What follows belongs to an exercise in optimizing a design on an open flow for small area, a short achievable clock period and few clock cycles; a production flow would make more cautious choices. In this exercise RTL edits were held to simulation tests only and were not proved equivalent to the original. Power is estimated from default activity; no workload was simulated.

--- flow/flow/run.sh ---
#!/bin/bash
# The standard layout (the standard.sh, standard synthesis included), with
# one change: the input and output ports are buffered with buf_2 cells instead
# of the cell buffer_ports picks by default (a slow clkdlybuf4s50 delay cell).
set -euo pipefail
bash standard.sh "BUFFER_PORTS_ARGS=-buffer_cell sky130_fd_sc_hd__buf_2" finish > standard_flow.log 2>&1
--- flow/standard.sh ---
#!/bin/bash
# synth_recipe.tcl (not shown) runs the flow's synth.tcl, then flattens the netlist and writes it again
# the make line also repeats each setting of config.mk as NAME=value (left out here)
make -C /OpenROAD-flow-scripts/flow DESIGN_CONFIG=/design/flow/config.mk WORK_HOME=/design/flow/orfs CLKGATE_MAP_FILE= SYNTH_SCRIPT=/design/flow/synth_recipe.tcl "${@:-finish}"
--- flow/config.mk ---
export PLATFORM = sky130hd
export DESIGN_NAME = rzx50_scaler
export DESIGN_NICKNAME = rzx50_scaler
export VERILOG_FILES = /design/flow/design.v
export SDC_FILE = /design/flow/constraint.sdc
export NUM_CORES = 4
export LEC_CHECK = 0
export ABC_AREA = 1
export CAP_MARGIN = 20
export CORE_MARGIN = 2
export CORE_UTILIZATION = 40
export CTS_BUF_LIST = sky130_fd_sc_hd__clkbuf_16
export CTS_CLUSTER_DIAMETER = 80
export CTS_CLUSTER_SIZE = 24
export PLACE_DENSITY = 0.6
export SETUP_SLACK_MARGIN = 3.4
export SLEW_MARGIN = 20
--- flow/constraint.sdc ---
create_clock -name core_clock -period 6.0 [get_ports {clk}]
set_input_delay 1.2000 -clock core_clock [delete_from_list [all_inputs] [get_ports {clk}]]
set_output_delay 1.2000 -clock core_clock [all_outputs]
set_load 0.01 [all_outputs]
--- flow/design.v ---
module rzx50_scaler (
    input  wire        clk,
    input  wire        rst,
    input  wire        start,
    input  wire [1:0]  geom,        
    input  wire        scale_en,
    input  wire [31:0] src_base,
    input  wire [31:0] dst_base,
    input  wire [7:0]  topskip,
    input  wire [8:0]  vinc,
    input  wire [2:0]  thr,
    output wire        busy,
    output wire        rd_req_valid,
    input  wire        rd_req_ready,
    output wire [31:0] rd_addr,
    input  wire        rd_resp_valid,
    input  wire [31:0] rd_resp_data,
    output wire        wr_valid,
    input  wire        wr_ready,
    output wire [31:0] wr_addr,
    output wire [31:0] wr_data
);
    parameter integer D = 6;             
    localparam integer CW = (D < 8) ? 3 : 4;
    localparam integer PW = (D <= 2) ? 1 : (D <= 4) ? 2 : (D <= 8) ? 3 : 4;
    localparam [31:0] EVEN32 = 32'hF7DEF7DE;
    function [15:0] avg16;
        input [15:0] a;
        input [15:0] b;
        begin
            avg16[4:0]   = {1'b0, a[4:1]}   + {1'b0, b[4:1]};
            avg16[10:5]  = {1'b0, a[10:6]}  + {1'b0, b[10:6]};
            avg16[15:11] = {1'b0, a[15:12]} + {1'b0, b[15:12]};
        end
    endfunction
    function [19:0] inc20;
        input [19:0] w;
        integer i;
        begin
            inc20[0] = ~w[0];
            for (i = 1; i < 20; i = i + 1)
                inc20[i] = w[i] ^ (&(w | ~((20'd1 << i) - 20'd1)));
        end
    endfunction
    function [19:0] dec20;
        input [19:0] w;
        integer i;
        begin
            dec20[0] = ~w[0];
            for (i = 1; i < 20; i = i + 1)
                dec20[i] = w[i] ^ ~(|(w & ((20'd1 << i) - 20'd1)));
        end
    endfunction
    function [22:0] inc23;
        input [22:0] w;
        integer i;
        begin
            inc23[0] = ~w[0];
            for (i = 1; i < 23; i = i + 1)
                inc23[i] = w[i] ^ (&(w | ~((23'd1 << i) - 23'd1)));
        end
    endfunction
    reg         r_busy;
    reg         r_scaled;
    reg         r_h32;
    reg  [1:0]  r_extra;      
    reg  [8:0]  r_vinc;
    reg  [2:0]  r_thr;
    wire        cmd_scaled = scale_en && (geom != 2'd0);
    wire        cmd_h32    = cmd_scaled && (geom != 2'd1);
    wire [9:0]  dh    = r_h32 ? 10'd272 : 10'd240;
    wire [8:0]  midh  = r_h32 ? ({r_thr, 6'd0} + {2'd0, r_thr, 2'd0})         
                              : ({r_thr, 6'd0} - {2'd0, r_thr, 2'd0});        
    reg         rd_skip;      
    reg         rd_run;       
    reg         rqv;          
    reg  [29:0] ra;           
    reg  [7:0]  k;
    reg         k_last;       
    reg         lastx;        
    reg         p160;         
    reg         half;         
    reg         blend;
    reg  [8:0]  y;
    reg  [9:0]  e_acc;        
    reg  [1:0]  vph;          
    reg         adv_r;        
    reg         nblend_r;     
    reg  [D-1:0] res;         
    wire        slot_read = !(blend && !half);    
    wire        line_last = k_last && slot_read;
    wire        frame_last = line_last && (y == (!r_scaled ? 9'd239 : r_h32 ? 9'd271 : 9'd239));
    wire        issue = rqv && rd_req_ready;
    reg  [9:0]  ra_inc;
    always @(*) begin
        if (p160)
            ra_inc = 10'd160;
        else if (!lastx)
            ra_inc = blend ? -10'd159 : 10'd1;
        else
            ra_inc = blend ? -10'd319 : -10'd159;
    end
    wire [10:0] ra_lo = {1'b0, ra[9:0]} + {1'b0, ra_inc};
    wire        s_p1   = !p160 && !blend && !lastx;       
    wire        s_m159 = !p160 && (blend != lastx);        
    wire        s_m319 = !p160 && blend && lastx;          
    wire        hi_up  = (s_p1 && (ra[9:0] == 10'd1023)) || (p160 && (ra[9:0] >= 10'd864));
    wire        hi_dn  = (s_m159 && (ra[9:0] < 10'd159)) || (s_m319 && (ra[9:0] < 10'd319));
    wire [19:0] ra_hp = inc20(ra[29:10]);
    wire [19:0] ra_hm = dec20(ra[29:10]);
    wire [19:0] ra_hi = hi_up ? ra_hp : hi_dn ? ra_hm : ra[29:10];
    wire [29:0] ra_next = {ra_hi, ra_lo[9:0]};
    assign rd_addr      = {ra, 2'b00};
    assign rd_req_valid = rqv;
    reg  [7:0]  r_k;
    reg         r_first;      
    reg         r_blend;
    reg         r_byp;        
    reg  [31:0] a_w;          
    reg  [31:0] slot [0:D-1];    
    reg  [D-1:0] occ;         
    wire        ne      = occ[0];
    wire [31:0] resp_m  = rd_resp_data & EVEN32;
    wire [31:0] blended = {avg16(a_w[31:16], resp_m[31:16]), avg16(a_w[15:0], resp_m[15:0])} & EVEN32;
    wire [31:0] s_in    = r_blend ? blended : (r_scaled ? resp_m : rd_resp_data);
    wire        push    = rd_resp_valid && !r_first;
    wire [31:0] s_byp   = r_scaled ? resp_m : rd_resp_data;
    wire        byp_ok  = rd_resp_valid && r_byp;
    reg         w_valid;
    reg  [31:0] w_data;
    reg  [29:0] wa;
    reg  [7:0]  wc;           
    reg         col_last;     
    reg         j41, j81;     
    reg  [15:0] hold;         
    reg         f_lo_avg, f_lo_hold, f_hi_lo, f_hi_avg, f_peek, f_end;
    wire [31:0] s       = ne ? slot[0] : s_byp;
    wire        out_free = !w_valid || wr_ready;
    wire        load    = out_free && (ne || byp_ok);
    wire        pop     = load && !f_peek;
    wire        shift   = pop && ne;                  
    wire        put     = push && !(pop && !ne);      
    wire [D-1:0] occ_up = {1'b0, occ[D-1:1]};
    wire [D-1:0] occ_dn = {occ[D-2:0], 1'b1};
    wire [D-1:0] last_full  = occ & ~occ_up;
    wire [D-1:0] first_free = ~occ & occ_dn;
    wire [D-1:0] take_in = shift ? last_full : first_free;    
    wire [15:0] avg_x   = r_h32 ? s[31:16] : hold;
    wire [15:0] avg_o   = avg16(avg_x, s[15:0]);
    wire [15:0] o_lo    = f_lo_avg ? avg_o : f_lo_hold ? hold : s[15:0];
    wire [15:0] o_hi    = f_hi_avg ? avg_o : f_hi_lo ? s[15:0] : s[31:16];
    wire [2:0]  ph_n    = f_end ? 3'd0 : wc[2:0] + 3'd1;
    reg         n_lo_avg, n_lo_hold, n_hi_lo, n_hi_avg, n_peek, n_end;
    always @(*) begin
        n_lo_avg = 1'b0; n_lo_hold = 1'b0; n_hi_lo = 1'b0; n_hi_avg = 1'b0;
        n_peek = 1'b0; n_end = 1'b0;
        if (r_h32) begin
            case (ph_n)
                3'd0:    n_hi_avg = 1'b1;
                3'd1:    begin n_lo_hold = 1'b1; n_hi_lo = 1'b1; n_peek = 1'b1; end
                default: begin n_lo_avg = 1'b1; n_end = 1'b1; end
            endcase
        end else begin
            case (ph_n)
                3'd1:    begin n_lo_avg = 1'b1; n_hi_lo = 1'b1; end
                3'd2:    begin n_lo_hold = 1'b1; n_hi_lo = 1'b1; end
                3'd3:    begin n_lo_hold = 1'b1; n_hi_avg = 1'b1; n_peek = 1'b1; end
                3'd4:    n_end = 1'b1;
                default: ;
            endcase
        end
    end
    wire        wr_acc  = w_valid && wr_ready;
    wire [6:0]  wa_inc  = {j81, j41, j81, j41, 2'b00, 1'b1};    
    wire [7:0]  wa_lo   = {1'b0, wa[6:0]} + {1'b0, wa_inc};
    wire [22:0] wa_hp   = inc23(wa[29:7]);
    wire [29:0] wa_next = {wa_lo[7] ? wa_hp : wa[29:7], wa_lo[6:0]};
    assign wr_valid = w_valid;
    assign wr_data  = w_data;
    assign wr_addr  = {wa, 2'b00};
    assign busy     = r_busy;
    wire        run_next   = rd_skip ? (k == 8'hFF) : (rd_run && !(issue && frame_last));
    wire        res_inc    = issue && slot_read;
    wire [D-1:0] res_next  = pop ? (res_inc ? res : {1'b0, res[D-1:1]})
                                 : (res_inc ? {res[D-2:0], 1'b1} : res);
    wire [D-1:0] occ_next  = shift ? (put ? occ : occ_up)
                                   : (put ? occ_dn : occ);
    wire        drained    = !rd_run && !rd_skip && !res[0] && out_free;
    wire        go      = !r_busy && start;
    wire        skip_end = rd_skip && (k == 8'hFF);
    always @(posedge clk) begin
        if (rst) begin
            r_busy  <= 1'b0;
            rd_skip <= 1'b0;
            rd_run  <= 1'b0;
            rqv     <= 1'b0;
            res     <= {D{1'b0}};
            occ     <= {D{1'b0}};
            w_valid <= 1'b0;
            vph     <= 2'd0;
        end else begin
            res   <= res_next;
            occ   <= occ_next;
            rqv   <= run_next && !res_next[D-1];
            if (go)
                r_busy <= 1'b1;
            else if (r_busy && drained)
                r_busy <= 1'b0;
            if (go)
                rd_skip <= 1'b1;
            else if (skip_end)
                rd_skip <= 1'b0;
            rd_run <= run_next;
            if (go || (issue && slot_read && k_last))
                vph <= 2'd1;
            else if (vph != 2'd0)
                vph <= vph + 2'd1;
            if (load)
                w_valid <= 1'b1;
            else if (wr_ready)
                w_valid <= 1'b0;
        end
    end
    integer i;
    always @(posedge clk) begin
        if (go) begin
            r_scaled <= cmd_scaled;
            r_h32    <= cmd_h32;
            r_extra  <= cmd_scaled ? 2'd0 : geom;
            r_vinc   <= vinc;
            r_thr    <= thr;
        end
        if (go) begin
            ra     <= src_base[31:2];
            k      <= cmd_scaled ? ~topskip : 8'hFF;
            p160   <= 1'b1;
            half   <= 1'b0;
            blend  <= cmd_scaled && (thr == 3'd0);
            y      <= 9'd0;
        end else if (rd_skip) begin
            if (skip_end)
                p160 <= blend;
            else
                ra <= ra_next;
            k      <= k + 8'd1;
            k_last <= 1'b0;
            lastx  <= 1'b0;
        end else if (issue) begin
            ra <= ra_next;
            if (!slot_read) begin
                half <= 1'b1;
                p160 <= 1'b0;
            end else begin
                half <= 1'b0;
                if (!k_last) begin
                    k      <= k + 8'd1;
                    k_last <= (k == 8'd158);
                    lastx  <= (k == 8'd158) && r_scaled && !adv_r;
                    p160   <= blend;
                end else begin
                    k      <= 8'd0;
                    k_last <= 1'b0;
                    lastx  <= 1'b0;
                    p160   <= nblend_r;
                    y      <= y + 9'd1;
                    blend  <= nblend_r;
                end
            end
        end
        if (go)
            e_acc <= 10'd0;
        else if (vph == 2'd1)
            e_acc <= e_acc + {1'b0, r_vinc};
        else if (vph == 2'd2 && e_acc >= dh)
            e_acc <= e_acc - dh;
        if (vph == 2'd2)
            adv_r <= (e_acc >= dh);
        if (vph == 2'd3)
            nblend_r <= r_scaled && (e_acc >= {1'b0, midh});
        if (go) begin
            r_k     <= 8'd0;
            r_first <= cmd_scaled && (thr == 3'd0);
            r_blend <= cmd_scaled && (thr == 3'd0);
            r_byp   <= !(cmd_scaled && (thr == 3'd0));
        end else if (rd_resp_valid) begin
            if (r_first) begin
                a_w     <= resp_m;
                r_first <= 1'b0;
            end else if (r_k == 8'd159) begin
                r_k     <= 8'd0;
                r_first <= blend;
                r_blend <= blend;
                r_byp   <= !blend;
            end else begin
                r_k     <= r_k + 8'd1;
                r_first <= r_blend;
            end
        end
        for (i = 0; i < D; i = i + 1) begin
            if (shift || (put && first_free[i]))
                slot[i] <= (take_in[i] || i == D - 1) ? s_in : slot[(i + 1) % D];
        end
        if (go) begin
            wa        <= dst_base[31:2];
            wc        <= 8'd0;
            col_last  <= 1'b0;
            j41       <= 1'b0;
            j81       <= 1'b0;
            f_lo_avg  <= 1'b0;
            f_lo_hold <= 1'b0;
            f_hi_lo   <= 1'b0;
            f_hi_avg  <= cmd_h32;
            f_peek    <= 1'b0;
            f_end     <= 1'b0;
        end else begin
            if (load) begin
                w_data <= {o_hi, o_lo};
                hold   <= s[31:16] & 16'hF7DE;
                if (r_scaled) begin
                    wc        <= {5'd0, ph_n};
                    f_lo_avg  <= n_lo_avg;
                    f_lo_hold <= n_lo_hold;
                    f_hi_lo   <= n_hi_lo;
                    f_hi_avg  <= n_hi_avg;
                    f_peek    <= n_peek;
                    f_end     <= n_end;
                end
            end
            if (wr_acc) begin
                wa <= wa_next;
                if (!r_scaled) begin
                    wc       <= col_last ? 8'd0 : wc + 8'd1;
                    col_last <= (wc == 8'd158);
                    j41      <= (wc == 8'd158) && (r_extra == 2'd1);
                    j81      <= (wc == 8'd158) && (r_extra == 2'd2);
                end
            end
        end
    end
endmodule
==> results of run 1 <==
cell type report:
cell class | count | area, um^2 | share of cell area, %
tap | 748 | 935.9 | 3.666
antenna | 5 | 12.51 | 0.04901
sequential | 420 | 11970 | 46.89
multi-input combinational | 1870 | 9435 | 36.95
inverter | 215 | 882.1 | 3.455
clock buffer | 25 | 625.6 | 2.450
timing repair buffer | 245 | 1466 | 5.743
clock inverter | 17 | 201.4 | 0.7890
worst max-delay path: stages:
cell and delay [ns]:
buf_2 0.11, inv_1 0.08, o21ai_1 0.37, inv_1 0.15
fa_1 0.49, o21ai_0 0.22, a21oi_1 0.11, o21ai_0 0.21
flip-flops by register name, summed over array words and instances (netlist names), 9 cells and up:
| register | count |
|---|---|
| a_w | 26 |
| e_acc | 10 |
| hold | 13 |
| r_vinc | 9 |
| ra | 30 |
| slot | 192 |
| w_data | 32 |
| wa | 30 |
| y | 9 |
report_power, final:
part,total (mW),internal [mW],switching [mW]
registers,3.84,3.63,0.211
clock network,1.94,0.888,1.05
logic,2.11,0.687,1.42
per-stage QoR:
stage	cell area, um^2	power (mW)	setup WS [ns]	std cells
final	25530	7.885	3.463	3545
after global routing	25530	8.325	3.339	3544
after CTS	25210	7.871	3.188	3523
after detailed placement	24230	5.895	2.129	3474
after global placement	24180	5.822	2.155	3472
after floorplan	22640	5.287	3.306	2593
synthesized netlist by cell type, types with 5 or more instances:
| cell | number | area [um^2] |
|---|---|---|
| a21oi_1 | 92 | 460.4 |
| a22oi_1 | 15 | 112.6 |
| a31oi_1 | 6 | 37.54 |
| buf_1 | 8 | 30.03 |
| buf_2 | 29 | 145.1 |
| buf_4 | 13 | 97.59 |
| buf_6 | 9 | 101.4 |
| clkbuf_1 | 33 | 123.9 |
| dfxtp_1 | 64 | 1281 |
| edfxtp_1 | 356 | 10690 |
| fa_1 | 11 | 220.2 |
| ha_1 | 85 | 1064 |
| inv_1 | 203 | 762.0 |
| inv_2 | 10 | 37.54 |
| nand2_1 | 1034 | 3881 |
| nand2_2 | 7 | 43.79 |
| nand3_1 | 123 | 615.6 |
| nand4_1 | 20 | 125.1 |
| nor2_1 | 145 | 544.3 |
| nor2_2 | 5 | 31.28 |
| nor3_1 | 27 | 135.1 |
| o21ai_0 | 168 | 840.8 |
| o21ai_1 | 25 | 125.1 |
| o22ai_1 | 7 | 43.79 |
| o31ai_1 | 8 | 60.06 |
| xnor2_1 | 19 | 166.4 |
| xor2_1 | 22 | 192.7 |
final timing paths:
check / cells past startpoint / slack (ns) / end / start
setup / recovery: 8 / 3.46 / w_data[31] / rd_resp_data[13]
hold reg to reg: 2 / 0.46 / r_k[4] / r_k[4]
hold / removal: 2 / 0.46 / r_k[4] / r_k[4]
setup reg to reg: 9 / 3.58 / ra[22] / ra[7]
what timing repair did:
| item | CTS | global route |
|---|---|---|
| endpoints found under the setup margin | 332 | 229 |
| pin swaps | 6 | 5 |
| gates resized for setup | 25 | 22 |
| setup buffers | 4 | 13 |
| gates cloned | 3 | 1 |
cells by family after synthesis:
group	Yosys count
compound gates	339
xor+xnor	41
fa+ha+maj	96
buf+inv	307
flops	420
other cells	1
simple gates	1386
metal layers:
layer  track usage (%)  share of wire, %
met2             34.03                47
met3             2.744               6.1
met1             26.94                45
met5                 0             0.059
met4             4.724               1.7
==> flow_summary_export.csv, run 1 <==
group,metric,value,unit
clock_network,root_buffer,"clkbuf_16",
finish,layout_commonest_cell,"nand2_1",
synthesis,syn_area_per_cell,8.631,um^2
timing,setup_viol,0,
synthesis,synth-xor-area-share,1.606,%
timing,finalClockSkew,0.01822,ns
timing,rsz0062_at_grt,"yes",
worst_setup_path,worst_ep_arrival_time,2.93,ns
synthesis,synth.area.mux_share,0,%
floorplanning,initial_core_util,40.50,%
worst_setup_path,crit_path_end_kind,"register",
floorplanning,ioPinCount,224,
synthesis,synthDistinctLibCells,52,
route,wl_per_cell,16.76,um
route,viasPerCell,5.096,
timing,period_share,42.28,%
finish,fillers,5243,
route,drc,0,
clock_network,cts_sinks,420,
timing,worst_pin_slew,0.9748,ns
worst_setup_path,cp_max_fo,3,
clock_network,clk_path_buf_depth,3,
synthesis,syn_area,0.02235,mm^2
clock_network,clkSlewWorstSetupHoldPaths,0.10,ns
grt,grt_use_total,19.99,%
route,ant_nets,0,
clock_network,hold_buffers,0,
finish,syn_to_final_growth,14.22,%
finish,drive_gt1_share,13.22,%
floorplanning,core,0.05520,mm^2
synthesis,yosysWarnings,2,
synthesis,synth_fa_ha_area_share,5.743,%
grt,grt_pass1_wl,91.73,mm
route,dr_total_vias,18060,
outcome,status,"complete, no violations",
worst_setup_path,cp-start-kind,"input pin",
timing,hold_violations,0,
timing,drv_slew,0,
timing,slew_headroom,34.92,%
placed_design,gp_congestion,0.8972,
timing,hold_slack,0.4644,ns
synthesis,synth-compound-area-share,8.206,%
floorplanning,rows,86,
route,drt_iter0_drc,1517,
finish,fin_util,46.25,%
placed_design,dp_hpwl,41.12,mm
route,drt-total-wl,59.43,mm
worst_setup_path,worstPathRequired,6.40,ns
clock_network,cts_tree,"built",
floorplanning,die_w,240.4,um
synthesis,ys.flop_type,"edfxtp_1",
synthesis,synth_top_family_by_area,"simple AND/OR/NAND/NOR gates",
synthesis,async_reset_ff_share,0,%
floorplanning,die_area,0.05779,mm^2
placed_design,port_buffers,215,
clock_network,htree_levels,1,
synthesis,yosysSeqAreaShare,53.55,%
timing,min_period,2.537,ns
timing,fin_setup_tns,0,ns
clock_network,clkLatencyLatePin,0.59,ns
finish,layout_common_cells,"1026 x nand2_1, 356 x edfxtp_1, 215 x buf_2, 196 x inv_1, 149 x o21ai_0",
synthesis,synth-seq-cells,420,
worst_hold_path,hold_path.class,"register to register",
grt,grt_max_degree,92,
power_and_ir_drop,p_leak,11.11,nW
timing,clock.fmax,0.3942,GHz
grt,antenna_found_initial,10,
route,dr.pass1.iters,5,
grt,grt.overflow.total,0,
synthesis,synth_cells,2590,
clock_network,cts-buffers-inserted,25,
grt,grt_pass1_vias,16850,
floorplanning,die_h,240.4,um
worst_setup_path,path_class,"input pin to register",
synthesis,synth-edff-count,356,
power_and_ir_drop,power.density,308.8,mW/mm^2
synthesis,synthSimpleGateAreaFrac,25.04,%
job,maxCapViolations,0,
power_and_ir_drop,ir_drop,0.2331,mV
finish,nets,2998,
Testbench counts, summed over its fixed seeds: cycles 1,069,644.
==> inputs of run 2 (changes only) <==
--- a/flow/design.v
+++ b/flow/design.v
@@ -66,10 +66,10 @@
     reg  [1:0]  r_extra;      
     reg  [8:0]  r_vinc;
-    reg  [2:0]  r_thr;
+    reg  [8:0]  r_midh;       
     wire        cmd_scaled = scale_en && (geom != 2'd0);
     wire        cmd_h32    = cmd_scaled && (geom != 2'd1);
     wire [9:0]  dh    = r_h32 ? 10'd272 : 10'd240;
-    wire [8:0]  midh  = r_h32 ? ({r_thr, 6'd0} + {2'd0, r_thr, 2'd0})         
-                              : ({r_thr, 6'd0} - {2'd0, r_thr, 2'd0});        
+    wire [8:0]  cmd_midh = cmd_h32 ? ({thr, 6'd0} + {2'd0, thr, 2'd0})      
+                                   : ({thr, 6'd0} - {2'd0, thr, 2'd0});     
     reg         rd_skip;      
     reg         rd_run;       
@@ -114,4 +114,5 @@
     assign rd_req_valid = rqv;
     reg  [7:0]  r_k;
+    reg         r_klast;      
     reg         r_first;      
     reg         r_blend;
@@ -229,5 +230,5 @@
             r_extra  <= cmd_scaled ? 2'd0 : geom;
             r_vinc   <= vinc;
-            r_thr    <= thr;
+            r_midh   <= cmd_midh;
         end
         if (go) begin
@@ -277,7 +278,8 @@
             adv_r <= (e_acc >= dh);
         if (vph == 2'd3)
-            nblend_r <= r_scaled && (e_acc >= {1'b0, midh});
+            nblend_r <= r_scaled && (e_acc >= {1'b0, r_midh});
         if (go) begin
             r_k     <= 8'd0;
+            r_klast <= 1'b0;
             r_first <= cmd_scaled && (thr == 3'd0);
             r_blend <= cmd_scaled && (thr == 3'd0);
@@ -287,6 +289,7 @@
                 a_w     <= resp_m;
                 r_first <= 1'b0;
-            end else if (r_k == 8'd159) begin
+            end else if (r_klast) begin
                 r_k     <= 8'd0;
+                r_klast <= 1'b0;
                 r_first <= blend;
                 r_blend <= blend;
@@ -294,4 +297,5 @@
             end else begin
                 r_k     <= r_k + 8'd1;
+                r_klast <= (r_k == 8'd158);
                 r_first <= r_blend;
             end
--- a/flow/config.mk
+++ b/flow/config.mk
@@ -14,4 +14,4 @@
 export CTS_CLUSTER_SIZE = 24
 export PLACE_DENSITY = 0.6
-export SETUP_SLACK_MARGIN = 3.4
+export SETUP_SLACK_MARGIN = 3.5
 export SLEW_MARGIN = 20
==> run 2 against run 1 <==
Effect of this change:
- still clean on timing, DRC and antenna
- clock power hardly changed
- first-iteration DRC count is 15% lower
- hold slack better by 0.018 ns
- cell count is 0.85% lower
- count of clock-buffer cells in the layout is 1 lower
- sequential cell count is 5 higher
- utilization is 0.94 points higher
- critical path type unchanged
- largest cell class unchanged
==> flow_summary_export.csv, run 2 <==
group,metric,value,unit
synthesis,synth-edff-count,360,
finish,fillers,5194,
power_and_ir_drop,power.density,312.8,mW/mm^2
worst_hold_path,hold_depth,2,
worst_setup_path,crit_family,"compound AO/OA/AOI/OAI gates",
synthesis,synth-seq-cells,425,
power_and_ir_drop,finalPower,8.148,mW
route,drc,0,
clock_network,clkSlewWorstSetupHoldPaths,0.10,ns
job,maxCapViolations,0,
worst_setup_path,worst-path-buf-inv,3,
synthesis,yosysTopAreaCell,"edfxtp_1",
grt,grt_pass1_wl,89.22,mm
synthesis,yosysWarnings,2,
synthesis,syn_area_per_cell,8.857,um^2
worst_setup_path,r2r_end,"w_data[14]",
floorplanning,die_h,240.3,um
floorplanning,rows,86,
worst_setup_path,worstPathRequired,6.32,ns
timing,slew_headroom,40.31,%
timing,period_share,41.58,%
worst_setup_path,cp-start-kind,"input pin",
timing,clock.fmax,0.4008,GHz
synthesis,synth_cells,2522,
clock_network,root_buffer,"clkbuf_16",
worst_setup_path,slowest_delay,0.37,ns
worst_hold_path,hold_path.class,"register to register",
finish,finalNonFillerCells,3515,
worst_setup_path,path_class,"input pin to register",
worst_setup_path,rrSetupSlack,3.59,ns
finish,nets,2968,
synthesis,syn_area,0.02234,mm^2
placed_design,dp_hpwl,39.16,mm
timing,rsz0062_at_grt,"yes",
worst_setup_path,cp_cell_sequence,"buf_2, inv_2, o21ai_1, o21ai_1, inv_1, ha_1, a21oi_1, o21ai_1, xor2_1, nand2_1, o21ai_0",
finish,reg_top3,"slot x192, w_data x32",
synthesis,synth_area_leaders,"edfxtp_1 48%, nand2_1 12%, o21ai_0 5.9%, dfxtp_1 5.8%, ha_1 4.8%",
synthesis,async_reset_ff_share,0,%
grt,grt_max_degree,90,
synthesis,ys.flop_type,"edfxtp_1",
power_and_ir_drop,p_leak,10.96,nW
clock_network,clk_path_buf_depth,3,
worst_setup_path,r2r_cells,10,
route,dr.pass1.iters,5,
outcome,status,"complete, no violations",
placed_design,dp.cells,3414,
floorplanning,die_w,240.3,um
synthesis,synthDistinctLibCells,52,
clock_network,cts_tree,"built",
timing,min_period,2.495,ns
clock_network,htree_levels,1,
timing,worst_pin_slew,0.8953,ns
grt,grt.overflow.total,0,
timing,setup_viol,0,
timing,hold_violations,0,
timing,drv_slew,0,
worst_setup_path,worst_path_most_repeated_cell,"o21ai_1",
clock_network,hold_buffers,0,
worst_hold_path,hold_start,"half",
floorplanning,core,0.05520,mm^2
placed_design,gp_congestion,0.8795,
synthesis,synthTopCellsByCount,"743 x nand2_1, 360 x edfxtp_1, 264 x inv_1, 263 x o21ai_0, 159 x nor2_1",
route,ant_nets,0,
finish,largest_reg_flops,192,
timing,fin_setup_tns,0,ns
floorplanning,initial_core_util,40.47,%
worst_setup_path,cp_slowest_cell,"o21ai_1",
synthesis,yosysMostFrequentCell,"nand2_1",
power_and_ir_drop,ir_drop,0.2245,mV
finish,regMostFlops,"slot",
route,drt_iter0_drc,1295,
clock_network,cts-buffers-inserted,24,
finish,layout_commonest_cell,"nand2_1",
finish,drive_gt1_share,15.48,%
finish,syn_to_final_growth,16.62,%
worst_setup_path,rr_startpoint,"occ[0]",
worst_hold_path,hold_end,"half",
route,dr_total_vias,17970,
route,wl_per_cell,16.35,um
finish,layout_common_cells,"731 x nand2_1, 360 x edfxtp_1, 253 x inv_1, 223 x o21ai_0, 215 x buf_2",
clock_network,cts_sinks,425,
worst_setup_path,worst_ep_arrival_time,2.81,ns
synthesis,synth_top_area_share,48.40,%
grt,grt_use_total,19.27,%
worst_setup_path,crit_path_end_kind,"register",
grt,grt_pass1_vias,16800,
floorplanning,ioPinCount,224,
route,viasPerCell,5.111,
placed_design,port_buffers,215,
worst_setup_path,cp_max_fo,3,
floorplanning,die_area,0.05775,mm^2
synthesis,yosysSeqAreaShare,54.22,%
grt,antenna_found_initial,8,
route,drt-total-wl,57.49,mm
timing,finalClockSkew,0.04054,ns
clock_network,clkLatencyLatePin,0.60,ns
==> run 2: changes by cell type in the layout (fill, tap and decap cells not counted), sizes merged, moves of 11 or more <==
| cell | change |
|---|---|
| nand3b | +11 |
| inv | +52 |
| a31oi | +11 |
| nand2 | -288 |
| o21ai | +143 |
| buf | +33 |
==> run 2: cell families after synthesis <==
family | synth area share (%)
other | 0.01679
buffers and inverters | 6.492
xor gates and xnor gates | 1.451
adders and majority gates | 5.803
DFF | 54.22
AOI/OAI and AO/OA | 11.64
and+or+nand+nor | 20.38
==> run 2: worst max path at each step <==
stage,cells past startpoint,to,start
floorplan,5,hold[10],start
global placement,13,slot[4][24],rd_resp_valid
detailed placement,12,slot[2][8],rd_resp_valid
CTS,1,rd_addr[7],ra[5]
global route,11,w_data[14],rd_resp_data[29]
finish,11,w_data[14],rd_resp_data[29]
==> run 2: area by class of cell <==
class                   count  area [um^2]  share of cell area (%)
flip-flops and latches    425        12110                   46.50
multi-input cells        1748         9424                   36.18
repair buffers            279         1630                   6.258
inverters                 267         1084                   4.159
well taps                 748        935.9                   3.593
clock buffers              24        600.6                   2.305
clock inverters            20        247.7                  0.9510
repair inverters            1        7.507                 0.02882
diodes                      3        7.507                 0.02882
==> run 2: metal layers <==
layer | share of wire (%) | global-route usage [%]
met1 | 45 | 26.48
met3 | 5.5 | 1.906
met4 | 1.6 | 4.442
met2 | 48 | 32.86
met5 | 0.023 | 0
==> run 2: timing repair <==
item,4_1_cts,5_1_grt
endpoints found under the hold margin,0,0
buffers inserted,16,30
resized for setup,32,30
gates cloned,3,5
pin swaps,6,6
endpoints found under the setup margin,261,189
==> run 2: worst register-to-register path: cells and delay by family (launching register included) <==
kind	cells	cell delay (ns)
fa+ha+maj	1	0.28
simple gates	1	0.06
xor+xnor	1	0.15
flops	1	0.38
buf+inv	2	0.37
compound gates	5	0.91
==> run 2: through the flow <==
step | utilization, % | cell area (um^2) | hold slack [ns] | worst slack (ns)
floorplan | - | 22830 | 0.4431 | 3.290
global route | 47.19 | 26050 | 0.4997 | 3.333
CTS | 46.41 | 25620 | 0.4786 | 3.503
finish | 47.19 | 26050 | 0.4825 | 3.505
detailed placement | 44.36 | 24490 | 0.4632 | 2.284
global placement | 44.36 | 24490 | 0.4568 | 2.314
==> run 2: power by group <==
part | internal, mW | leakage (nW) | switching, mW | total (mW)
Clock | 0.932 | 0.443 | 1.03 | 1.96
Sequential | 3.70 | 3.90 | 0.204 | 3.90
Combinational | 0.788 | 6.62 | 1.50 | 2.29
Total | 5.42 | 11.0 | 2.73 | 8.15
Testbench counts of run 2, summed over its fixed seeds: cycles 1,069,644.
==> inputs of run 3 (changes only) <==
--- a/flow/design.v
+++ b/flow/design.v
@@ -113,6 +113,6 @@
     assign rd_addr      = {ra, 2'b00};
     assign rd_req_valid = rqv;
-    reg  [7:0]  r_k;
-    reg         r_klast;      
+    reg  [7:0]  lc;
+    reg         lc_last;      
     reg         r_first;      
     reg         r_blend;
@@ -131,6 +131,5 @@
     reg  [31:0] w_data;
     reg  [29:0] wa;
-    reg  [7:0]  wc;           
-    reg         col_last;     
+    reg  [2:0]  ph;           
     reg         j41, j81;     
     reg  [15:0] hold;         
@@ -151,5 +150,5 @@
     wire [15:0] o_lo    = f_lo_avg ? avg_o : f_lo_hold ? hold : s[15:0];
     wire [15:0] o_hi    = f_hi_avg ? avg_o : f_hi_lo ? s[15:0] : s[31:16];
-    wire [2:0]  ph_n    = f_end ? 3'd0 : wc[2:0] + 3'd1;
+    wire [2:0]  ph_n    = f_end ? 3'd0 : ph + 3'd1;
     reg         n_lo_avg, n_lo_hold, n_hi_lo, n_hi_avg, n_peek, n_end;
     always @(*) begin
@@ -280,6 +279,4 @@
             nblend_r <= r_scaled && (e_acc >= {1'b0, r_midh});
         if (go) begin
-            r_k     <= 8'd0;
-            r_klast <= 1'b0;
             r_first <= cmd_scaled && (thr == 3'd0);
             r_blend <= cmd_scaled && (thr == 3'd0);
@@ -289,16 +286,19 @@
                 a_w     <= resp_m;
                 r_first <= 1'b0;
-            end else if (r_klast) begin
-                r_k     <= 8'd0;
-                r_klast <= 1'b0;
+            end else if (lc_last) begin
                 r_first <= blend;
                 r_blend <= blend;
                 r_byp   <= !blend;
             end else begin
-                r_k     <= r_k + 8'd1;
-                r_klast <= (r_k == 8'd158);
                 r_first <= r_blend;
             end
         end
+        if (go) begin
+            lc      <= 8'd0;
+            lc_last <= 1'b0;
+        end else if (r_scaled ? (rd_resp_valid && !r_first) : wr_acc) begin
+            lc      <= lc_last ? 8'd0 : lc + 8'd1;
+            lc_last <= (lc == 8'd158);
+        end
         for (i = 0; i < D; i = i + 1) begin
             if (shift || (put && first_free[i]))
@@ -307,6 +307,5 @@
         if (go) begin
             wa        <= dst_base[31:2];
-            wc        <= 8'd0;
-            col_last  <= 1'b0;
+            ph        <= 3'd0;
             j41       <= 1'b0;
             j81       <= 1'b0;
@@ -322,5 +321,5 @@
                 hold   <= s[31:16] & 16'hF7DE;
                 if (r_scaled) begin
-                    wc        <= {5'd0, ph_n};
+                    ph        <= ph_n;
                     f_lo_avg  <= n_lo_avg;
                     f_lo_hold <= n_lo_hold;
@@ -334,8 +333,6 @@
                 wa <= wa_next;
                 if (!r_scaled) begin
-                    wc       <= col_last ? 8'd0 : wc + 8'd1;
-                    col_last <= (wc == 8'd158);
-                    j41      <= (wc == 8'd158) && (r_extra == 2'd1);
-                    j81      <= (wc == 8'd158) && (r_extra == 2'd2);
+                    j41 <= (lc == 8'd158) && (r_extra == 2'd1);
+                    j81 <= (lc == 8'd158) && (r_extra == 2'd2);
                 end
             end
==> run 3 against run 2 <==
Effect of this change:
- critical path type is now register to primary output
- cell count is 3.3% lower
- count of clock-buffer cells in the layout is 1 lower
- routed wire length is 5.2% higher
==> flow_summary_export.csv, run 3 <==
group,metric,value,unit
floorplanning,core,0.05488,mm^2
floorplanning,ioPinCount,224,
timing,rsz0062_at_grt,"yes",
worst_setup_path,crit_family,"flip-flops",
finish,fin_area,0.02551,mm^2
placed_design,dp_hpwl,40.05,mm
worst_setup_path,worstPathRequired,4.80,ns
synthesis,syn_area,0.02208,mm^2
route,ant_nets,0,
timing,slew_headroom,38.02,%
worst_setup_path,cp-start-kind,"register",
route,wl_per_cell,17.79,um
clock_network,clkSlewWorstSetupHoldPaths,0.10,ns
grt,grt_max_degree,68,
grt,grt_use_total,19.51,%
clock_network,hold_buffers,0,
floorplanning,die_area,0.05709,mm^2
clock_network,clk_path_buf_depth,3,
placed_design,port_buffers,215,
finish,drive_gt1_share,15.52,%
power_and_ir_drop,power.density,326.1,mW/mm^2
placed_design,place_area,0.02411,mm^2
outcome,status,"complete, no violations",
synthesis,synth_area_leaders,"edfxtp_1 49%, nand2_1 12%, o21ai_0 6.5%, dfxtp_1 5.4%, ha_1 4.8%",
synthesis,synth_cells,2465,
timing,finalClockSkew,0.02863,ns
synthesis,yosysMostFrequentCell,"nand2_1",
clock_network,clkLatencyLatePin,0.58,ns
clock_network,cts_tree,"built",
floorplanning,rows,86,
timing,setup_viol,0,
worst_setup_path,slowest_delay,0.43,ns
finish,largest_reg_flops,192,
power_and_ir_drop,finalPower,8.319,mW
grt,antenna_found_initial,8,
worst_hold_path,hold_start,"occ[5]",
synthesis,synthTopCellsByCount,"725 x nand2_1, 360 x edfxtp_1, 286 x o21ai_0, 248 x inv_1, 149 x nor2_1",
worst_setup_path,cp_max_fo,2,
synthesis,syn_area_per_cell,8.956,um^2
timing,clock.fmax,0.4007,GHz
placed_design,dp.cells,3311,
synthesis,async_reset_ff_share,0,%
route,wl_met2,28.65,mm
route,wl_met3,3.782,mm
worst_setup_path,cp_cell_sequence,"buf_4, buf_2",
finish,syn_to_final_growth,15.57,%
grt,grt_pass1_wl,89.15,mm
route,wl_met1,26.95,mm
job,maxCapViolations,0,
route,dr.pass1.iters,5,
timing,period_share,41.59,%
clock_network,cts_sinks,419,
power_and_ir_drop,ir_drop,0.2161,mV
worst_setup_path,crit_path_end_kind,"primary output",
finish,finalNonFillerCells,3400,
route,drt_iter0_drc,1331,
grt,grt_pass1_vias,16460,
worst_setup_path,rr_startpoint,"r_h32",
synthesis,synthDistinctLibCells,56,
worst_setup_path,worst-path-buf-inv,2,
power_and_ir_drop,p_leak,10.73,nW
finish,layout_common_cells,"711 x nand2_1, 360 x edfxtp_1, 243 x inv_1, 241 x o21ai_0, 213 x buf_2",
synthesis,synth_top_area_share,48.97,%
route,drc,0,
floorplanning,die_w,238.9,um
timing,drv_slew,0,
synthesis,synth-edff-count,360,
route,drt-total-wl,60.47,mm
route,viasPerCell,5.265,
synthesis,synth-seq-cells,419,
synthesis,yosysTopAreaCell,"edfxtp_1",
floorplanning,initial_core_util,40.23,%
finish,reg_top3,"slot x192, w_data x32",
timing,hold_violations,0,
timing,hold_slack,0.4760,ns
clock_network,root_buffer,"clkbuf_16",
timing,fin_setup_tns,0,ns
timing,min_period,2.495,ns
grt,grt.overflow.total,0,
worst_setup_path,path_class,"register to primary output",
finish,nets,2890,
finish,regMostFlops,"slot",
clock_network,cts-buffers-inserted,23,
route,dr_total_vias,17900,
worst_setup_path,cp_slowest_cell,"edfxtp_1",
worst_setup_path,worst_ep_arrival_time,1.30,ns
route,top_layer,"met5",
placed_design,gp_congestion,0.8972,
worst_hold_path,hold_path.class,"register to register",
synthesis,yosysSeqAreaShare,54.32,%
synthesis,ys.flop_type,"edfxtp_1",
clock_network,htree_levels,1,
finish,layout_commonest_cell,"nand2_1",
timing,worst_pin_slew,0.9275,ns
worst_setup_path,crit_start,"wa[8]",
floorplanning,die_h,238.9,um
synthesis,yosysWarnings,2,
-- run 3: cell count changes after synthesis, sizes merged, moves of 3 or more --
cell	delta
nand2	-17
nand3	-9
nor3	-6
o21bai	-3
inv	-12
a21oi	-6
dfxtp	-6
nand3b	-4
nor2	-7
o21ai	+5
-- run 3: cell families after synthesis --
family	Yosys count	share of synthesized area (%)
xor+xnor	39	1.547
other cells	1	0.01699
flops	419	54.32
buf+inv	347	6.495
compound gates	493	11.82
fa+ha+maj	96	5.815
simple gates	1070	19.99
-- run 3: final cells by class --
| class | count | area, um^2 |
|---|---|---|
| Multi-Input combinational cell | 1711 | 9295 |
| Timing Repair inverter | 1 | 7.507 |
| Antenna cell | 10 | 25.02 |
| Tap cell | 704 | 880.8 |
| Sequential cell | 419 | 11990 |
| Fill cell | 5219 | 29360 |
| Timing Repair Buffer | 256 | 1488 |
| Clock buffer | 23 | 575.6 |
| Clock inverter | 19 | 175.2 |
| Inverter | 257 | 1072 |
-- run 3: path summary, 6_finish.rpt --
check | end | slack [ns] | cells past startpoint
min | occ[5] | 0.48 | 2
min reg2reg | occ[5] | 0.48 | 2
max | wr_addr[10] | 3.50 | 2
max reg2reg | w_data[9] | 3.59 | 12
-- run 3: metrics by stage --
step | setup WS, ns | util, %
finish | 3.505 | 46.49
global route | 3.433 | 46.47
CTS | 3.502 | 45.61
detailed placement | 2.307 | 43.93
global placement | 2.347 | 43.93
floorplan | 3.175 | -
-- run 3: timing repair --
item                                    4_1_cts  5_1_grt
pin swaps                                     0        7
buffers inserted                              3       23
gates cloned                                  1       10
gates resized for setup                      32       41
endpoints found under the setup margin      497      283
-- run 3: metal layers --
layer	global-route usage, %	vias to the layer above
met2	32.30	498
met3	2.390	58
met1	27.25	8607
met4	4.754	4
met5	0	-
li1	-	8734
-- run 3: worst reg2reg max path: stages (launching register included) --
cell and delay [ns]:
edfxtp_1 0.38, buf_12 0.21, clkinvlp_4 0.14, buf_6 0.17, nand2_1 0.09, nand2_1 0.06, ha_2 0.19, fa_2 0.39
a21oi_2 0.14, o21ai_1 0.08, xor2_1 0.16, nand2_1 0.06, o21ai_0 0.09
-- run 3: power breakdown --
group | total [mW] | leakage, nW | switching (mW) | internal (mW)
registers | 3.98 | 3.85 | 0.234 | 3.75
clock network | 1.82 | 0.394 | 1.00 | 0.815
logic | 2.52 | 6.49 | 1.70 | 0.817
total | 8.32 | 10.7 | 2.94 | 5.38
Testbench counts of run 3, summed over its fixed seeds: cycles 1,069,644.
==> inputs of run 4 (changes only) <==
--- a/flow/config.mk
+++ b/flow/config.mk
@@ -14,4 +14,4 @@
 export CTS_CLUSTER_SIZE = 24
 export PLACE_DENSITY = 0.6
-export SETUP_SLACK_MARGIN = 3.5
+export SETUP_SLACK_MARGIN = 3.6
 export SLEW_MARGIN = 20
==> run 4 against run 3 <==
Effect of this change:
- routed wire length increased by 2.7%
- combinational power increased by 12%
- synthesized area unchanged
- register-to-register slack improved by 0.05 ns
- synthesized cell count unchanged
- total power increased by 3.4%
- global-route usage increased by 1.1 points
- sequential cell count unchanged
- fmax increased by 3.9%
- critical path depth decreased by 1
- count of clock-buffer cells in the layout increased by 2
- non-clock buffer count increased by 68
- critical path type unchanged
==> flow_summary_export.csv, run 4 <==
group,metric,value,unit
worst_setup_path,cp_cell_sequence,"buf_2",
clock_network,htree_levels,1,
worst_setup_path,path_class,"register to primary output",
floorplanning,die_w,238.9,um
route,drc,0,
timing,fin_setup_tns,0,ns
finish,nets,2963,
finish,fin_area,0.02673,mm^2
placed_design,port_buffers,215,
power_and_ir_drop,ir_drop,0.1942,mV
finish,reg_top3,"slot x192, w_data x32",
placed_design,dp_hpwl,39.33,mm
worst_setup_path,worst_ep_arrival_time,1.20,ns
floorplanning,die_area,0.05709,mm^2
worst_setup_path,r2r_end,"w_data[26]",
finish,largest_reg_flops,192,
finish,fin_util,48.72,%
timing,rsz0062_at_grt,"yes",
job,maxCapViolations,0,
placed_design,gp_congestion,0.8764,
route,wl_met3,3.995,mm
floorplanning,die_h,238.9,um
synthesis,synth-edff-count,360,
timing,hold_violations,0,
synthesis,synth_cells,2465,
clock_network,cts-buffers-inserted,24,
power_and_ir_drop,power.density,321.8,mW/mm^2
worst_hold_path,hold_start,"occ[5]",
finish,layout_commonest_cell,"nand2_1",
route,wl_per_cell,17.90,um
finish,syn_to_final_growth,21.10,%
placed_design,place_area,0.02429,mm^2
finish,regMostFlops,"slot",
timing,drv_slew,0,
timing,period_share,40.04,%
route,dr_total_vias,18150,
grt,grt.overflow.total,0,
grt,grt_use_total,20.62,%
clock_network,root_buffer,"clkbuf_16",
route,wl_met2,28.94,mm
synthesis,yosysMostFrequentCell,"nand2_1",
synthesis,async_reset_ff_share,0,%
grt,grt_pass1_wl,92.16,mm
worst_setup_path,rrSetupSlack,3.64,ns
synthesis,ys.flop_type,"edfxtp_1",
power_and_ir_drop,p_leak,11.28,nW
floorplanning,core,0.05488,mm^2
clock_network,hold_buffers,0,
worst_setup_path,worstPathRequired,4.80,ns
grt,antenna_found_initial,10,
clock_network,clk_path_buf_depth,3,
worst_setup_path,crit_family,"flip-flops",
clock_network,clkLatencyLatePin,0.58,ns
clock_network,cts_sinks,419,
worst_setup_path,cp_max_fo,3,
finish,fillers,5033,
route,drt_iter0_drc,1445,
worst_hold_path,hold_end,"occ[5]",
worst_hold_path,hold_path.class,"register to register",
route,top_layer,"met5",
outcome,status,"complete, no violations",
worst_setup_path,rr_startpoint,"occ[0]",
worst_hold_path,hold_depth,2,
route,wl_met1,27.25,mm
synthesis,syn_area,0.02208,mm^2
finish,layout_common_cells,"701 x nand2_1, 360 x edfxtp_1, 237 x inv_1, 206 x buf_2, 191 x o21ai_0",
route,drt-total-wl,62.12,mm
worst_setup_path,crit_path_end_kind,"primary output",
clock_network,cts_tree,"built",
synthesis,yosysTopAreaCell,"edfxtp_1",
synthesis,synthTopCellsByCount,"725 x nand2_1, 360 x edfxtp_1, 286 x o21ai_0, 248 x inv_1, 149 x nor2_1",
floorplanning,ioPinCount,224,
timing,setup_viol,0,
synthesis,yosysWarnings,2,
route,ant_nets,0,
worst_setup_path,r2r_cells,12,
worst_setup_path,worst-path-buf-inv,1,
timing,slew_headroom,42.67,%
timing,clock.fmax,0.4162,GHz
timing,min_period,2.403,ns
synthesis,synth_area_leaders,"edfxtp_1 49%, nand2_1 12%, o21ai_0 6.5%, dfxtp_1 5.4%, ha_1 4.8%",
timing,worst_pin_slew,0.8587,ns
floorplanning,rows,86,
finish,drive_gt1_share,19.42,%
synthesis,synthDistinctLibCells,56,
synthesis,synth-seq-cells,419,
synthesis,synth_top_area_share,48.97,%
grt,grt_pass1_vias,16750,
worst_setup_path,cp-start-kind,"register",
timing,finalClockSkew,0.02384,ns
synthesis,yosysSeqAreaShare,54.32,%
clock_network,clkSlewWorstSetupHoldPaths,0.10,ns
route,dr.pass1.iters,6,
worst_setup_path,cp_slowest_cell,"edfxtp_1",
floorplanning,initial_core_util,40.23,%
worst_setup_path,slowest_delay,0.46,ns
route,viasPerCell,5.228,
grt,grt_max_degree,62,
synthesis,syn_area_per_cell,8.956,um^2
==> run 4: worst max path at each step <==
| stage | to | cells after the start | startpoint |
|---|---|---|---|
| 2_1_floorplan | slot[0][0] | 7 | wr_ready |
| 3_3_place_gp | wa[17] | 9 | start |
| 3_5_place_dp | wa[17] | 9 | start |
| 4_1_cts | slot[1][26] | 12 | wr_ready |
| 5_1_grt | w_data[26] | 12 | occ[0] |
| 6_report | rd_addr[12] | 1 | ra[10] |
==> run 4: cells by family after synthesis <==
family                   Yosys count  share of synthesized area (%)
AO/OA/AOI/OAI                    493                          11.82
other                              1                        0.01699
XOR/XNOR                          39                          1.547
adder cells (fa/ha/maj)           96                          5.815
flip-flops                       419                          54.32
AND/OR/NAND/NOR                 1070                          19.99
buffers and inverters            347                          6.495
==> run 4: area by class of cell <==
type / count / area, um^2 / area share, %
Antenna cell: 7 / 17.52 / 0.06552
Timing Repair inverter: 4 / 31.28 / 0.1170
Inverter: 257 / 1077 / 4.030
Clock buffer: 25 / 625.6 / 2.340
Multi-Input combinational cell: 1712 / 9646 / 36.08
Tap cell: 704 / 880.8 / 3.295
Timing Repair Buffer: 324 / 2320 / 8.677
Sequential cell: 419 / 12000 / 44.88
Clock inverter: 19 / 138.9 / 0.5195
==> run 4: where the power goes <==
group          switching [mW]  leakage (nW)  internal, mW
Clock                    1.04         0.412         0.795
Combinational            1.81          7.01          1.00
Sequential              0.208          3.86          3.75
Total                    3.06          11.3          5.54
==> run 4: per-layer routing <==
metal / vias up / track usage (%)
met4: 2 / 7.064
met2: 505 / 34.01
li1: 8891 / -
met5: - / 0
met1: 8650 / 27.75
met3: 97 / 3.072
==> run 4: through the flow <==
stage | hold slack, ns | power [mW] | cells | worst slack (ns)
global placement | 0.4543 | 6.302 | 3312 | 2.145
CTS | 0.4812 | 8.456 | 3429 | 3.538
finish | 0.4765 | 8.603 | 3471 | 3.597
floorplan | 0.4410 | 5.700 | 2468 | 3.175
detailed placement | 0.4637 | 6.378 | 3312 | 2.152
global route | 0.5002 | 9.097 | 3470 | 3.540
==> run 4: repair_timing <==
item,CTS,global route
gates cloned,14,8
gates resized for setup,75,68
setup endpoints to repair,554,467
pin swaps,6,23
setup buffers,59,27
==> inputs of run 5 (changes only) <==
--- a/flow/design.v
+++ b/flow/design.v
@@ -21,5 +21,5 @@
     output wire [31:0] wr_data
 );
-    parameter integer D = 6;             
+    parameter integer D = 5;             
     localparam integer CW = (D < 8) ? 3 : 4;
     localparam integer PW = (D <= 2) ? 1 : (D <= 4) ? 2 : (D <= 8) ? 3 : 4;
--- a/flow/config.mk
+++ b/flow/config.mk
@@ -14,4 +14,4 @@
 export CTS_CLUSTER_SIZE = 24
 export PLACE_DENSITY = 0.6
-export SETUP_SLACK_MARGIN = 3.6
+export SETUP_SLACK_MARGIN = 3.5
 export SLEW_MARGIN = 20
==> run 5 against run 4 <==
Effect of this change:
- sequential power down 7.8%
- critical endpoint is now slot[1][26]
- combinational power down 18%
- via count down 6.6%
- hold slack worse by 0.0096 ns
- utilization down 1.7 points
- worst setup slack worse by 0.084 ns
- critical path type is now input pin to register
- still clean
- highest routed layer unchanged
- largest cell class unchanged
- first-iteration DRC count down 11%
- clock power up 3%
==> flow_summary_export.csv, run 5 <==
group,metric,value,unit
floorplanning,ioPinCount,224,
timing,fin_setup_tns,0,ns
clock_network,cts-buffers-inserted,27,
worst_hold_path,hold_path.class,"register to register",
worst_setup_path,worst_path_most_repeated_cell,"nand2_1",
clock_network,cts_sinks,385,
grt,grt_use_total,19.89,%
clock_network,clkLatencyLatePin,0.61,ns
worst_setup_path,crit_path_end_kind,"register",
floorplanning,die_area,0.05359,mm^2
grt,grt.overflow.total,0,
clock_network,clkSlewWorstSetupHoldPaths,0.10,ns
worst_setup_path,path_class,"input pin to register",
grt,grt_max_degree,77,
worst_setup_path,cp-start-kind,"input pin",
timing,slew_headroom,43.75,%
timing,setup_viol,0,
timing,worst_slack,3.514,ns
finish,regMostFlops,"slot",
synthesis,syn_area_per_cell,8.810,um^2
finish,nets,2782,
placed_design,pre_cts_slack,2.288,ns
synthesis,synth-edff-count,328,
synthesis,synth_top_area_share,47.58,%
timing,clock.fmax,0.4022,GHz
synthesis,synthTopCellsByCount,"672 x nand2_1, 328 x edfxtp_1, 273 x o21ai_0, 250 x inv_1, 161 x nor2_1",
timing,finalClockSkew,0.06930,ns
synthesis,async_reset_ff_share,0,%
synthesis,synth_area_leaders,"edfxtp_1 48%, nand2_1 12%, o21ai_0 6.6%, dfxtp_1 5.5%, ha_1 5.1%",
placed_design,port_buffers,215,
grt,antenna_found_initial,3,
clock_network,clk_path_buf_depth,3,
finish,largest_reg_flops,160,
route,dr.pass1.iters,6,
clock_network,cts_tree,"built",
job,maxCapViolations,0,
finish,layout_common_cells,"666 x nand2_1, 328 x edfxtp_1, 241 x inv_1, 227 x o21ai_0, 214 x buf_2",
timing,drv_slew,0,
power_and_ir_drop,ir_drop,0.2060,mV
route,drt_iter0_drc,1293,
worst_setup_path,cp_max_fo,61,
timing,period_share,41.44,%
floorplanning,core,0.05120,mm^2
timing,min_period,2.486,ns
power_and_ir_drop,finalPower,7.838,mW
synthesis,yosysWarnings,2,
floorplanning,die_w,231.5,um
route,dr_total_vias,16950,
placed_design,place_area,0.02268,mm^2
grt,grt_pass1_vias,15860,
worst_setup_path,cp_slowest_cell,"nand2_8",
route,viasPerCell,5.192,
route,ant_nets,0,
route,drt-total-wl,55.53,mm
timing,hold_violations,0,
worst_setup_path,slowest_delay,0.31,ns
worst_setup_path,cp_cell_sequence,"buf_2, inv_1, nand2_1, nand2_4, nor2_8, inv_4, nand2_1, nand2_1, nand2_8, inv_1, nand2_1, nand2_1",
grt,grt_pass1_wl,85.19,mm
synthesis,yosysMostFrequentCell,"nand2_1",
outcome,status,"complete, no violations",
timing,rsz0062_at_grt,"yes",
floorplanning,rows,83,
synthesis,syn_area,0.02070,mm^2
placed_design,gp_congestion,0.8729,
clock_network,htree_levels,1,
floorplanning,die_h,231.5,um
finish,drive_gt1_share,15.53,%
synthesis,yosysTopAreaCell,"edfxtp_1",
timing,worst_pin_slew,0.8426,ns
placed_design,dp.cells,3177,
finish,reg_top3,"slot x160, w_data x32",
synthesis,ys.flop_type,"edfxtp_1",
synthesis,synth_cells,2350,
synthesis,synthDistinctLibCells,53,
worst_setup_path,worst_ep_arrival_time,2.86,ns
power_and_ir_drop,p_leak,10.24,nW
route,wl_per_cell,17.01,um
clock_network,root_buffer,"clkbuf_16",
worst_setup_path,worstPathRequired,6.37,ns
placed_design,dp_hpwl,36.94,mm
synthesis,yosysSeqAreaShare,53.09,%
finish,syn_to_final_growth,16.39,%
finish,layout_commonest_cell,"nand2_1",
finish,fin_area,0.02410,mm^2
finish,finalNonFillerCells,3264,
synthesis,synth-seq-cells,385,
floorplanning,initial_core_util,40.44,%
power_and_ir_drop,power.density,325.3,mW/mm^2
route,drc,0,
[run 5: changes by cell type after synthesis, moves of 12 or more]
cell      delta
o21ai_1     -16
edfxtp_1    -32
nand2_1     -53
o21ai_0     -13
nor2_1      +12
nand3_1     +12
[run 5: final cells by class]
| type | instances | area (um^2) |
|---|---|---|
| clock buffer | 27 | 675.6 |
| timing repair inverter | 1 | 7.507 |
| tap | 680 | 850.8 |
| antenna | 2 | 5.005 |
| clock inverter | 23 | 178.9 |
| fill | 4874 | 27100 |
| inverter | 255 | 1042 |
| timing repair buffer | 255 | 1494 |
| multi-input combinational | 1636 | 8850 |
| sequential | 385 | 10990 |
[run 5: through the flow]
step / utilization [%] / hold slack [ns]
2_1_floorplan: - / 0.4402
3_3_place_gp: 44.30 / 0.4506
3_5_place_dp: 44.30 / 0.4632
4_1_cts: 46.40 / 0.4733
5_1_grt: 47.06 / 0.5090
6_report: 47.06 / 0.4669
[run 5: path summary, 6_finish.rpt]
path              startpoint           to  slack, ns  depth (start not counted)
setup / recovery    wr_ready  slot[1][26]       3.51                         12
hold / removal        occ[4]       occ[4]       0.47                          2
setup reg to reg       wa[7]       wa[24]       3.62                         11
hold reg to reg       occ[4]       occ[4]       0.47                          2
[run 5: per-layer routing]
metal,global-route usage (%),vias up,wire [um]
li1,-,8337,-
met1,27.08,8075,24600
met2,34.31,466,26750
met3,2.190,66,3159
met4,3.931,2,1004
met5,0,-,16
[run 5: critical path: cells and delay by family]
kind / cells / cell delay (ns)
buffers and inverters: 4 / 0.37
AND/OR/NAND/NOR: 8 / 1.25
[run 5: kinds of logic (layout without fill, tap and decap cells)]
| family | count (synthesis) | after routing | synth area share [%] |
|---|---|---|---|
| compound gates | 454 | 454 | 11.55 |
| xor+xnor | 39 | 39 | 1.650 |
| fa+ha+maj | 96 | 96 | 6.201 |
| buf+inv | 338 | 561 | 6.721 |
| flops | 385 | 385 | 53.09 |
| other cells | 1 | 6 | 0.01811 |
| simple gates | 1037 | 1043 | 20.77 |
[run 5: power by group]
| group | internal [mW] | switching [mW] | total [mW] | leakage (nW) |
|---|---|---|---|---|
| registers | 3.42 | 0.219 | 3.64 | 3.54 |
| logic | 0.773 | 1.54 | 2.31 | 6.26 |
| clock network | 0.890 | 0.997 | 1.89 | 0.434 |
[run 5: what timing repair did]
action | 4_1_cts | 5_1_grt
pin swaps | 4 | 4
hold buffers | 0 | 0
setup endpoints to repair | 322 | 156
setup buffers | 4 | 22
cloned | 6 | 3
resized for setup | 35 | 22
Testbench counts of run 5, summed over its fixed seeds: cycles 1,125,322.
==> inputs of run 6 (changes only) <==
--- a/flow/design.v
+++ b/flow/design.v
@@ -87,5 +87,5 @@
     reg         adv_r;        
     reg         nblend_r;     
-    reg  [D-1:0] res;         
+    reg  [D:0]  res;          
     wire        slot_read = !(blend && !half);    
     wire        line_last = k_last && slot_read;
@@ -120,5 +120,5 @@
     reg  [31:0] a_w;          
     reg  [31:0] slot [0:D-1];    
-    reg  [D-1:0] occ;         
+    reg  [D:0]  occ;          
     wire        ne      = occ[0];
     wire [31:0] resp_m  = rd_resp_data & EVEN32;
@@ -141,9 +141,9 @@
     wire        shift   = pop && ne;                  
     wire        put     = push && !(pop && !ne);      
-    wire [D-1:0] occ_up = {1'b0, occ[D-1:1]};
-    wire [D-1:0] occ_dn = {occ[D-2:0], 1'b1};
-    wire [D-1:0] last_full  = occ & ~occ_up;
-    wire [D-1:0] first_free = ~occ & occ_dn;
-    wire [D-1:0] take_in = shift ? last_full : first_free;    
+    wire [D:0]  occ_up = {1'b0, occ[D:1]};
+    wire [D:0]  occ_dn = {occ[D-1:0], 1'b1};
+    wire [D:0]  last_full  = occ & ~occ_up;
+    wire [D:0]  first_free = ~occ & occ_dn;
+    wire [D:0]  take_in = shift ? last_full : first_free;     
     wire [15:0] avg_x   = r_h32 ? s[31:16] : hold;
     wire [15:0] avg_o   = avg16(avg_x, s[15:0]);
@@ -182,7 +182,7 @@
     wire        run_next   = rd_skip ? (k == 8'hFF) : (rd_run && !(issue && frame_last));
     wire        res_inc    = issue && slot_read;
-    wire [D-1:0] res_next  = pop ? (res_inc ? res : {1'b0, res[D-1:1]})
-                                 : (res_inc ? {res[D-2:0], 1'b1} : res);
-    wire [D-1:0] occ_next  = shift ? (put ? occ : occ_up)
+    wire [D:0]  res_next   = pop ? (res_inc ? res : {1'b0, res[D:1]})
+                                 : (res_inc ? {res[D-1:0], 1'b1} : res);
+    wire [D:0]  occ_next   = shift ? (put ? occ : occ_up)
                                    : (put ? occ_dn : occ);
     wire        drained    = !rd_run && !rd_skip && !res[0] && out_free;
@@ -195,6 +195,6 @@
             rd_run  <= 1'b0;
             rqv     <= 1'b0;
-            res     <= {D{1'b0}};
-            occ     <= {D{1'b0}};
+            res     <= {(D+1){1'b0}};
+            occ     <= {(D+1){1'b0}};
             w_valid <= 1'b0;
             vph     <= 2'd0;
@@ -202,5 +202,5 @@
             res   <= res_next;
             occ   <= occ_next;
-            rqv   <= run_next && !res_next[D-1];
+            rqv   <= run_next && !(r_scaled ? res_next[D-1] : res_next[D]);
             if (go)
                 r_busy <= 1'b1;
@@ -284,5 +284,4 @@
         end else if (rd_resp_valid) begin
             if (r_first) begin
-                a_w     <= resp_m;
                 r_first <= 1'b0;
             end else if (lc_last) begin
@@ -294,4 +293,6 @@
             end
         end
+        if (r_scaled ? (rd_resp_valid && r_first) : (shift || (put && first_free[D])))
+            a_w <= s_byp;
         if (go) begin
             lc      <= 8'd0;
@@ -303,5 +304,5 @@
         for (i = 0; i < D; i = i + 1) begin
             if (shift || (put && first_free[i]))
-                slot[i] <= (take_in[i] || i == D - 1) ? s_in : slot[(i + 1) % D];
+                slot[i] <= take_in[i] ? s_in : (i == D - 1) ? a_w : slot[(i + 1) % D];
         end
         if (go) begin
==> run 6 against run 5 <==
Effect of this change:
- count of clock-buffer cells in the layout is 2 higher
- clock power grew 11%
- sequential cell count up 8
- sequential power is 2% higher
- critical path type unchanged
- synthesized cell count is 3.4% higher
- highest routed layer is now met4
- critical endpoint is now slot[4][0]
==> flow_summary_export.csv, run 6 <==
group,metric,value,unit
synthesis,yosysSeqAreaShare,53.07,%
synthesis,synthTopCellsByCount,"747 x nand2_1, 334 x edfxtp_1, 312 x o21ai_0, 227 x inv_1, 148 x nor2_1",
worst_setup_path,slowest_delay,0.24,ns
synthesis,syn_area,0.02112,mm^2
clock_network,clkSlewWorstSetupHoldPaths,0.09,ns
clock_network,clkLatencyLatePin,0.60,ns
timing,drv_slew,0,
power_and_ir_drop,power.density,327.9,mW/mm^2
route,ant_nets,0,
clock_network,hold_buffers,0,
finish,fillers,5011,
grt,grt.overflow.total,0,
worst_setup_path,r2r_cells,12,
placed_design,dp.cells,3266,
job,maxCapViolations,0,
synthesis,ys.flop_type,"edfxtp_1",
clock_network,cts-buffers-inserted,28,
synthesis,synth-seq-cells,393,
route,dr_total_vias,17600,
synthesis,synth-edff-count,334,
synthesis,synth_area_leaders,"edfxtp_1 47%, nand2_1 13%, o21ai_0 7.4%, dfxtp_1 5.6%, ha_1 5.0%",
synthesis,yosysMostFrequentCell,"nand2_1",
route,wl_met3,3.755,mm
finish,layout_commonest_cell,"nand2_1",
route,drt-total-wl,57.47,mm
timing,slew_headroom,38.05,%
worst_hold_path,hold_depth,2,
synthesis,yosysWarnings,2,
timing,finalClockSkew,0.03004,ns
timing,period_share,40.91,%
finish,layout_common_cells,"725 x nand2_1, 334 x edfxtp_1, 276 x o21ai_0, 216 x inv_1, 213 x buf_2",
placed_design,pre_cts_slack,2.230,ns
worst_hold_path,hold_start,"half",
placed_design,port_buffers,215,
placed_design,dp_hpwl,38.17,mm
finish,largest_reg_flops,160,
floorplanning,die_area,0.05466,mm^2
route,top_layer,"met4",
worst_setup_path,worst-path-buf-inv,4,
worst_hold_path,hold_path.class,"register to register",
route,dr.pass1.iters,5,
power_and_ir_drop,finalPower,8.176,mW
clock_network,cts_sinks,393,
finish,fin_area,0.02493,mm^2
synthesis,synth_top_area_share,47.48,%
finish,finalNonFillerCells,3371,
worst_hold_path,hold_end,"half",
worst_setup_path,rr_startpoint,"occ[0]",
grt,grt_pass1_wl,88.82,mm
route,drc,0,
synthesis,yosysTopAreaCell,"edfxtp_1",
timing,worst_slack,3.546,ns
grt,grt_use_total,20.46,%
timing,rsz0062_at_grt,"yes",
route,wl_per_cell,17.05,um
finish,reg_top3,"slot x160, a_w x32, w_data x32",
floorplanning,rows,84,
timing,hold_violations,0,
worst_setup_path,path_class,"input pin to register",
clock_network,root_buffer,"clkbuf_16",
worst_setup_path,cp_max_fo,9,
worst_setup_path,worst_ep_arrival_time,2.80,ns
placed_design,gp_congestion,0.8675,
synthesis,async_reset_ff_share,0,%
grt,antenna_found_initial,2,
finish,regMostFlops,"slot",
floorplanning,die_h,233.8,um
finish,fin_util,47.64,%
floorplanning,core,0.05234,mm^2
worst_setup_path,cp_slowest_cell,"nor2_4",
worst_setup_path,cp-start-kind,"input pin",
worst_setup_path,crit_path_end_kind,"register",
route,viasPerCell,5.220,
power_and_ir_drop,p_leak,10.65,nW
synthesis,synthDistinctLibCells,46,
synthesis,syn_area_per_cell,8.689,um^2
finish,syn_to_final_growth,18.04,%
placed_design,place_area,0.02315,mm^2
clock_network,clk_path_buf_depth,3,
floorplanning,die_w,233.8,um
finish,seq_area,0.01121,mm^2
timing,fin_setup_tns,0,ns
synthesis,synth_cells,2431,
timing,hold_slack,0.4755,ns
route,drt_iter0_drc,1599,
route,wl_met1,24.95,mm
timing,clock.fmax,0.4074,GHz
worst_setup_path,worstPathRequired,6.35,ns
clock_network,cts_tree,"built",
grt,grt_pass1_vias,16640,
worst_setup_path,r2r_end,"w_data[4]",
floorplanning,initial_core_util,40.36,%
worst_setup_path,crit_family,"buffers and inverters",
worst_setup_path,rrSetupSlack,3.62,ns
route,wl_met2,27.52,mm
finish,drive_gt1_share,16.55,%
finish,nets,2882,
clock_network,htree_levels,1,
grt,grt_max_degree,84,
power_and_ir_drop,ir_drop,0.2053,mV
finish,multi_input_comb_area,0.009194,mm^2
worst_setup_path,cp_cell_sequence,"clkbuf_4, nand2_4, nand2_2, nand2_4, nor2_4, nand2_8, buf_12, o21ai_4, buf_4, buf_4, o21ai_0",
timing,min_period,2.454,ns
floorplanning,ioPinCount,224,
timing,setup_viol,0,
timing,worst_pin_slew,0.9280,ns
outcome,status,"complete, no violations",
run 6: how the worst max path moves through the flow:
stage                              from           to  slack, ns  depth (start not counted)
after global placement    rd_resp_valid  slot[4][30]       2.29                          9
after detailed placement  rd_resp_valid  slot[4][30]       2.23                          9
after floorplan           rd_resp_valid       a_w[0]       3.15                          9
after CTS                        ra[20]  rd_addr[22]       3.50                          1
final                     rd_resp_valid   slot[4][0]       3.55                         11
after global routing              ra[3]   rd_addr[5]       3.50                          1
run 6: kinds of logic (layout without fill, tap and decap cells):
family / count (synthesis) / count (layout) / synth area share, %
AOI/OAI and AO/OA: 497 / 499 / 12.45
adders and majority gates: 96 / 96 / 6.077
DFF: 393 / 393 / 53.07
and+or+nand+nor: 1086 / 1089 / 20.90
other: 1 / 5 / 0.01775
xor gates and xnor gates: 34 / 34 / 1.410
buffers and inverters: 324 / 567 / 6.071
run 6: final cells by class:
| type | count | area share (%) |
|---|---|---|
| antenna | 1 | 0.01004 |
| clock buffer | 29 | 2.910 |
| clock inverter | 22 | 1.044 |
| inverter | 235 | 3.769 |
| multi-input combinational | 1722 | 36.87 |
| sequential | 393 | 44.97 |
| tap | 688 | 3.452 |
| timing repair buffer | 280 | 6.945 |
| timing repair inverter | 1 | 0.03011 |
run 6: routing by layer:
metal	vias up	GRT usage, %
met5	-	0
met4	0	5.142
met3	75	2.882
met2	527	34.87
met1	8314	27.42
li1	8682	-
run 6: where the power goes:
| part | switching, mW | internal (mW) | total, mW | leakage [nW] |
|---|---|---|---|---|
| clock | 1.08 | 1.02 | 2.09 | 0.481 |
| combinational | 1.57 | 0.810 | 2.38 | 6.54 |
| sequential | 0.207 | 3.49 | 3.70 | 3.62 |
run 6: what timing repair did:
item | CTS | global route
resized for setup | 44 | 45
pin swaps | 7 | 9
gates cloned | 5 | 2
buffers inserted | 18 | 28
setup endpoints to repair | 302 | 310
run 6: worst register-to-register path, cell delays in order, from the launching register on:
cell	delay, ns
dfxtp_2	0.38
buf_12	0.29
nand2_1	0.18
o21ai_4	0.10
nand2_1	0.06
nand2_1	0.06
ha_2	0.18
inv_2	0.04
fa_2	0.33
or2_4	0.26
nand2_2	0.07
a21oi_2	0.05
a22oi_1	0.20
Testbench counts of run 6, summed over its fixed seeds: cycles 1,092,297.

-- separate check: timing with driven ports --
The results above use ideal ports. As a check the final layouts listed here were re-extracted and re-timed, cells and wires unchanged. Step 1 assumes that a clkbuf_16 drives the clock port and a buf_2 every other input. Step 2 also shifts input and output timing later by t, the mid clock arrival at the registers, as if the neighbouring blocks saw the same clock. Slacks: ideal ports / drivers / drivers and shift; pairs: ideal ports / drivers.
run | shift t [ns] | slack for setup (ns)
run 1 | 0.637 | 3.463 / 3.409 / 2.792
run 2 | 0.631 | 3.505 / 3.490 / 2.860
run 3 | 0.628 | 3.505 / 3.442 / 2.907
run 4 | 0.626 | 3.597 / 3.540 / 2.923
run 5 | 0.639 | 3.514 / 3.460 / 2.878
run 6 | 0.641 | 3.546 / 3.492 / 2.876
After both steps setup and hold are still met in every run listed.
